From an optimization exercise on the open Yosys and OpenROAD flow, aimed at small area and a short achievable clock period; shortcuts taken in it are not production practice.
The RTL was checked by simulation tests, not by an equivalence proof against the original design.

--- design.v ---
module fsk_cordic (
    input  wire signed [16:0] re,
    input  wire signed [16:0] im,
    output wire signed [15:0] angle
);
    localparam integer XW = 19;
    localparam integer ITER = 14;
    function automatic signed [15:0] atan_tab(input integer i);
        case (i)
            0:  atan_tab = 16'sd4096;
            1:  atan_tab = 16'sd2418;
            2:  atan_tab = 16'sd1278;
            3:  atan_tab = 16'sd649;
            4:  atan_tab = 16'sd326;
            5:  atan_tab = 16'sd163;
            6:  atan_tab = 16'sd81;
            7:  atan_tab = 16'sd41;
            8:  atan_tab = 16'sd20;
            9:  atan_tab = 16'sd10;
            10: atan_tab = 16'sd5;
            11: atan_tab = 16'sd3;
            12: atan_tab = 16'sd1;
            13: atan_tab = 16'sd1;
            default: atan_tab = 16'sd0;
        endcase
    endfunction
    reg signed [XW-1:0] x [0:ITER];
    reg signed [XW-1:0] y [0:ITER];
    reg signed [15:0]   z [0:ITER];
    wire signed [XW-1:0] re_w = re;
    wire signed [XW-1:0] im_w = im;
    integer i;
    always @(*) begin
        if (!re_w[XW-1]) begin
            x[0] = re_w;  y[0] = im_w;  z[0] = 16'sd0;
        end else if (!im_w[XW-1]) begin
            x[0] = im_w;  y[0] = -re_w; z[0] = 16'sd8192;
        end else begin
            x[0] = -im_w; y[0] = re_w;  z[0] = -16'sd8192;
        end
        for (i = 0; i < ITER; i = i + 1) begin
            if (!y[i][XW-1]) begin
                x[i+1] = x[i] + (y[i] >>> i);
                y[i+1] = y[i] - (x[i] >>> i);
                z[i+1] = z[i] + atan_tab(i);
            end else begin
                x[i+1] = x[i] - (y[i] >>> i);
                y[i+1] = y[i] + (x[i] >>> i);
                z[i+1] = z[i] - atan_tab(i);
            end
        end
    end
    assign angle = z[ITER];
endmodule
module fsk_decode (
    input  wire [63:0] frame,
    output wire        valid,
    output wire [31:0] id,
    output reg  [2:0]  choice,
    output wire [3:0]  nib
);
    wire [7:0] in0  = frame[39:32];    
    wire [7:0] in1  = frame[31:24];    
    wire [7:0] in2  = frame[23:16];    
    wire [7:0] in3  = frame[15:8];     
    wire [7:0] csum = frame[7:0];      
    wire [7:0] sum = in0 + in1 + in2 + in3;
    assign valid = (sum == csum);
    wire [7:0] out0 = (in0 >> 3) | ((in0 & 8'h04) << 5) | ((in1 & 8'h01) << 6) | ((in2 & 8'h01) << 5);
    wire [7:0] out1 = (in1 >> 1) | ((in0 & 8'h01) << 7) | (in2 >> 7);
    wire [7:0] out2 = ((in2 & 8'h7C) << 1) | (in3 >> 5);
    wire [7:0] out3 = out0 ^ out1 ^ out2;
    assign id = {out0, out1, out2, out3};
    assign nib = in3[3:0];
    always @(*) begin
        case (nib)
            4'h1:    choice = 3'd0;   
            4'h5:    choice = 3'd1;   
            4'hD:    choice = 3'd2;   
            4'hE:    choice = 3'd3;   
            4'hA:    choice = 3'd4;   
            default: choice = 3'd7;   
        endcase
    end
endmodule
module fsk_disc (
    input  wire              clk,
    input  wire              rst,         
    input  wire              cancel,      
    input  wire              in_valid,    
    input  wire signed [7:0] in_i,
    input  wire signed [7:0] in_q,
    output reg  [1:0]        out_kind,    
    output reg               out_cause,   
    output reg  [31:0]       out_id,
    output reg  [2:0]        out_choice,
    output reg  [3:0]        out_nib
);
    localparam [31:0] TIME_STEP     = 32'd821;       
    localparam [31:0] UNIT_INTERVAL = 32'd6562;      
    localparam [31:0] SIZE_SYNC     = 32'd24;        
    localparam [15:0] SQUELCH_P     = 16'd13108;     
    localparam signed [15:0] SENT_HI = 16'sh7FFF;
    localparam signed [15:0] SENT_LO = -16'sh8000;
    localparam [1:0] SEARCH = 2'd0, SYNC = 2'd1, DATA = 2'd2, HALT = 2'd3;
    localparam [1:0] K_NONE = 2'd0, K_REPORT = 2'd1, K_FFAIL = 2'd2, K_CFAIL = 2'd3;
    reg  [1:0]         phase;
    reg  [31:0]        et;
    reg  signed [7:0]  prev_i, prev_q;
    reg  [31:0]        t_sync0;
    reg  signed [15:0] dmin, dmax;
    reg  signed [15:0] thresh;
    reg                lvl;
    reg  [31:0]        t_flip;
    reg  [6:0]         bitidx;
    reg  [63:0]        frame;         
    wire [31:0] t = et + TIME_STEP;
    wire signed [15:0] sq_i = in_i * in_i;
    wire signed [15:0] sq_q = in_q * in_q;
    wire [16:0] pwr = $unsigned(sq_i) + $unsigned(sq_q);
    wire        loud = (pwr >= {1'b0, SQUELCH_P});
    wire signed [16:0] re = in_i * prev_i + in_q * prev_q;
    wire signed [16:0] im = in_q * prev_i - in_i * prev_q;
    wire               dv = (re != 17'sd0) || (im != 17'sd0);
    wire signed [15:0] d;
    fsk_cordic u_cordic (.re(re), .im(im), .angle(d));
    wire signed [15:0] lo = (dv && d < dmin) ? d : dmin;
    wire signed [15:0] hi = (dv && d > dmax) ? d : dmax;
    wire signed [16:0] range = {hi[15], hi} - {lo[15], lo};
    wire signed [15:0] thr_new = range[16:1];             
    wire               win_closed = (t - t_sync0) >= SIZE_SYNC * UNIT_INTERVAL;
    wire        level = d > thresh;
    wire        flip  = dv && (level != lvl);
    wire [31:0] n     = (t - t_flip) / UNIT_INTERVAL;
    wire [31:0] fill  = {25'd0, bitidx} + n;
    wire        overflow = fill > 32'd64;
    wire        full     = fill == 32'd64;
    reg  [63:0] run_mask;
    integer k;
    always @(*) begin
        for (k = 0; k < 64; k = k + 1)
            run_mask[63-k] = (k >= bitidx) && (k < fill);
    end
    wire [63:0] frame_new = lvl ? (frame | run_mask) : frame;
    wire        chk_valid;
    wire [31:0] dec_id;
    wire [2:0]  dec_choice;
    wire [3:0]  dec_nib;
    fsk_decode u_decode (
        .frame(frame_new), .valid(chk_valid),
        .id(dec_id), .choice(dec_choice), .nib(dec_nib)
    );
    task automatic attempt_reset;
        begin
            et      <= 32'd0;
            prev_i  <= 8'sd0;
            prev_q  <= 8'sd0;
            t_sync0 <= 32'd0;
            dmin    <= SENT_HI;
            dmax    <= SENT_LO;
            thresh  <= 16'sd0;
            lvl     <= 1'b0;
            t_flip  <= 32'd0;
            bitidx  <= 7'd0;
            frame   <= 64'd0;
        end
    endtask
    always @(posedge clk) begin
        out_kind   <= K_NONE;
        out_cause  <= 1'b0;
        out_id     <= 32'd0;
        out_choice <= 3'd0;
        out_nib    <= 4'd0;
        if (rst) begin
            attempt_reset;
            phase <= SEARCH;
        end else if (cancel) begin
            attempt_reset;
            phase <= HALT;
        end else if (in_valid && phase != HALT) begin
            et     <= t;
            prev_i <= in_i;
            prev_q <= in_q;
            case (phase)
                SEARCH: begin
                    if (loud) begin
                        t_sync0 <= t;
                        phase   <= SYNC;
                    end
                end
                SYNC: begin
                    if (!loud) begin
                        out_kind  <= K_FFAIL;
                        out_cause <= 1'b1;
                        attempt_reset;
                        phase     <= SEARCH;
                    end else begin
                        dmin <= lo;
                        dmax <= hi;
                        if (win_closed) begin
                            thresh <= thr_new;
                            lvl    <= 1'b0;
                            t_flip <= t;
                            phase  <= DATA;
                        end
                    end
                end
                default: begin  
                    if (!loud) begin
                        out_kind  <= K_FFAIL;
                        out_cause <= 1'b1;
                        attempt_reset;
                        phase     <= SEARCH;
                    end else if (flip) begin
                        if (overflow) begin
                            out_kind  <= K_FFAIL;
                            out_cause <= 1'b0;
                            attempt_reset;
                            phase     <= SEARCH;
                        end else if (full) begin
                            if (chk_valid) begin
                                out_kind   <= K_REPORT;
                                out_id     <= dec_id;
                                out_choice <= dec_choice;
                                out_nib    <= dec_nib;
                            end else begin
                                out_kind   <= K_CFAIL;
                            end
                            attempt_reset;
                            phase <= SEARCH;
                        end else begin
                            frame  <= frame_new;
                            bitidx <= fill[6:0];
                            lvl    <= level;
                            t_flip <= t;
                        end
                    end
                end
            endcase
        end
    end
endmodule
--- run.sh ---
#!/bin/bash
# synth_recipe.tcl (not shown) runs the flow's synth.tcl, then flattens the netlist and writes it again
# the make line also repeats each setting of config.mk as NAME=value (left out here)
make -C /OpenROAD-flow-scripts/flow DESIGN_CONFIG=/design/flow/config.mk WORK_HOME=/design/flow/orfs CLKGATE_MAP_FILE= SYNTH_SCRIPT=/design/flow/synth_recipe.tcl finish
--- config.mk ---
export PLATFORM = sky130hd
export DESIGN_NAME = fsk_disc
export DESIGN_NICKNAME = fsk_disc
export VERILOG_FILES = /design/flow/design.v
export SDC_FILE = /design/flow/constraint.sdc
export NUM_CORES = 4
export LEC_CHECK = 0
export CAP_MARGIN = 20
export CORE_MARGIN = 2
export CORE_UTILIZATION = 40
export PLACE_DENSITY = 0.6
export SLEW_MARGIN = 20
--- constraint.sdc ---
create_clock -name core_clock -period 70.0 [get_ports {clk}]
set_input_delay 14.0000 -clock core_clock [delete_from_list [all_inputs] [get_ports {clk}]]
set_output_delay 14.0000 -clock core_clock [all_outputs]
set_load 0.01 [all_outputs]
==> results.json <==
{
  "status": "complete, no violations",
  "cpMostUsedCell": "a21oi_2",
  "min_path_cells": 2,
  "antenna_cells": 0,
  "drv_cap": 0,
  "drt-total-wl_mm": 198,
  "io_buffers": 61,
  "crit_arrival_ns": 68.77,
  "drt_first_pass_iters": 6,
  "gr-usage-all-layers": 0.206,
  "multiInputGateArea_sq_um": 63100,
  "cts_made_buffers": 31,
  "antenna_found_initial": 1,
  "drt_iter0_drc": 4020,
  "max_slew_margin": 0.291,
  "top_layer_used": "met4",
  "cts_buffer_depth": 3,
  "drive_above_1_share": 0.113,
  "synth.most_common_cell": "inv_1",
  "slew_viol_final": 0,
  "rsz0062_at_grt": "yes",
  "skew_ns": 0.0403,
  "chipWidth_microns": 428,
  "hold_buffers": 0,
  "num_rows": 155,
  "wl_met3_mm": 6.69,
  "timing.fmax_ghz": 0.0147,
  "min_from": "t_sync0[22]",
  "r2r_cells": 351,
  "yosysTopAreaCellShare": 0.168,
  "cts_tree": "built",
  "synthArstFlopShare": 0,
  "reg2reg_to": "thresh[15]",
  "synth_area_leaders": "ha_1, fa_1, xnor2_1",
  "synth.yosys.seq_area_share": 0.0702,
  "cp-end-kind": "register",
  "ys_ff_latch": 252,
  "synth_top_cell_by_area": "ha_1",
  "synth_flop_cell": "dfxtp_1",
  "fin_nets": 11000,
  "r2r_start": "prev_q[7]",
  "fin_crit_sh": 0.975,
  "hold_violations": 0,
  "fp.dieH_microns": 428,
  "synth_area_sq_um": 71900,
  "die_area_sq_um": 183000,
  "dp_slack_ns": -1.01,
  "drcViolationCount": 0,
  "synthCells": 9392,
  "min_to": "t_sync0[22]",
  "period_minus_slack_ns": 68.24,
  "grt_pass1_wl_mm": 322,
  "holdWs_ns": 0.451,
  "hpwl_mm": 160,
  "htree_levels": 1,
  "clk_pin_slew_ns": 0.06,
  "startpoint_type": "input pin",
  "gr-total-overflow": 0,
  "gp_congestion": 0.902,
  "fillers": 17900,
  "ys_top_cells_by_count": "inv_1, ha_1, a21oi_1",
  "grt_pass1_vias": 64400,
  "slowest_stage": "fa_1",
  "wl_met1_mm": 93.8,
  "grt_max_degree": 81,
  "yosys.cell_types.count": 167,
  "wire_per_inst_microns": 16.5,
  "area_delta_synth_final_pct": 12.5,
  "final_antenna_net_count": 0,
  "hp-class": "register to register",
  "yosys_warnings": 6,
  "dr_total_vias": 65500,
  "initial_core_util": 0.403,
  "ios": 62,
  "syn_avg_cell_area_sq_um": 7.65,
  "vias_per_cell": 5.45,
  "crit_type": "input pin to register",
  "synth_edf_count": 0,
  "clkLatencyLatePin_ns": 0.63,
  "cts.sinks": 252,
  "fin_ws_ns": 1.76,
  "cp.required_ns": 70.53,
  "rrSetupSlack_ns": 14.29,
  "slowest_delay_ns": 0.59,
  "tightest_slew_ns": 1.05,
  "root_buffer": "clkbuf_16",
  "core_region_area_sq_um": 178000,
  "wl_met2_mm": 94.0,
  "seq_area_sq_um": 5040,
  "setup_violations": 0,
  "cp_max_fo": 11
}
==> cell families (layout without fill, tap and decap cells) <==
kind of cell | Yosys count | count (layout) | synth area share
other cells | 2 | 3 | 0.000104
flops | 252 | 252 | 0.0702
buf+inv | 1354 | 1630 | 0.0735
mux | 103 | 103 | 0.0153
compound gates | 2556 | 2556 | 0.235
fa+ha+maj | 1390 | 1390 | 0.285
xor+xnor | 1161 | 1161 | 0.143
simple gates | 2574 | 2575 | 0.178
==> registers in the layout, indices dropped and copies added (netlist names), 2 cells and up <==
register,flops
et,32
frame,40
prev_i,8
dmin,16
dmax,16
out_kind,2
t_flip,32
phase,2
out_id,32
out_nib,4
bitidx,7
out_choice,3
t_sync0,32
prev_q,8
thresh,16
==> worst max path at each step <==
stage	startpoint	endpoint
4_1_cts	in_q[0]	thresh[14]
5_1_grt	in_i[2]	thresh[15]
3_3_place_gp	in_q[3]	thresh[14]
3_5_place_dp	in_q[3]	thresh[14]
6_report	in_q[7]	thresh[15]
2_1_floorplan	in_i[2]	thresh[14]
==> placed cells by master (no fill, tap or decap), drive strengths merged, types with 62 or more instances in the layout <==
cell type and n:
inv 1052, ha 964, a21oi 932, xnor2 793, nor2 793, nand2 512
buf 456, fa 418, o21bai 380, o21ai 376, xor2 366, and2 290
a21o 264, dfxtp 252, nor3 234, nand3 178, nand2b 92, nor2b 86
mux2i 77, a22oi 76, nor4 71, or3 62
==> per-layer routing <==
layer | global-route usage | vias up
met1 | 0.281 | 31300
met4 | 0.0425 | 0
met3 | 0.0133 | 207
met5 | 0 | -
li1 | - | 32900
met2 | 0.356 | 1128
==> per-stage QoR <==
| stage | area [sq um] | TNS, ns | utilization | instances |
|---|---|---|---|---|
| CTS | 78100 | 0 | 0.438 | 11900 |
| detailed placement | 76900 | -4.40 | 0.431 | 11800 |
| finish | 80800 | 0 | 0.453 | 12000 |
| floorplan | 72400 | 0 | - | 9393 |
| global route | 80800 | -73.54 | 0.453 | 12000 |
| global placement | 76900 | -0.605 | 0.431 | 11800 |
==> worst max-delay path, delay by kind of cell <==
kind	cells	cell delay (ns)
AO/OA/AOI/OAI	220	30.51
XOR/XNOR	33	5.77
adder cells (fa/ha/maj)	24	8.88
buffers and inverters	26	3.31
multiplexers	5	1.69
AND/OR/NAND/NOR	42	4.50
==> what timing repair did <==
action	in CTS	in global routing
buffers inserted	5	145
setup endpoints to repair	5	251
resized for setup	16	379
cloned	0	16
pin swaps	6	366
==> final cells by class <==
cell class              instances  area share
well taps                    2355      0.0365
multi-input cells            7788       0.780
clock buffers                  35     0.00991
flip-flops and latches        252      0.0624
repair buffers                524      0.0584
inverters                    1049      0.0491
clock inverters                22     0.00378

afterwards: timing with drivers on the ports:
The results above use ideal ports. As a check the final layout listed here was re-extracted and re-timed, cells and wires unchanged. Step 1 assumes that a clkbuf_16 drives the clock port and a buf_2 every other input. Step 2 adds t to the input delays and takes it off the output delays; t is the mean of the earliest and latest rising clock arrival at the registers after step 1. Input paths then give back, and output paths get back, about the clock's delay inside the block. Three values: ideal, step 1, step 2; two values: the first two.
shift t [ns]: 0.669
slack for setup (ns): 1.758 / 1.794 / 1.124
clock arrival spread, ns: 0.041 / 0.041
slew at the worst register clock pin (ns): 0.07 / 0.07
cell pins on the clock port's net: 1
After both steps this run still meets setup and hold. The setup slack of this run moves by +0.036 ns with the drivers and by -0.634 ns with both steps.
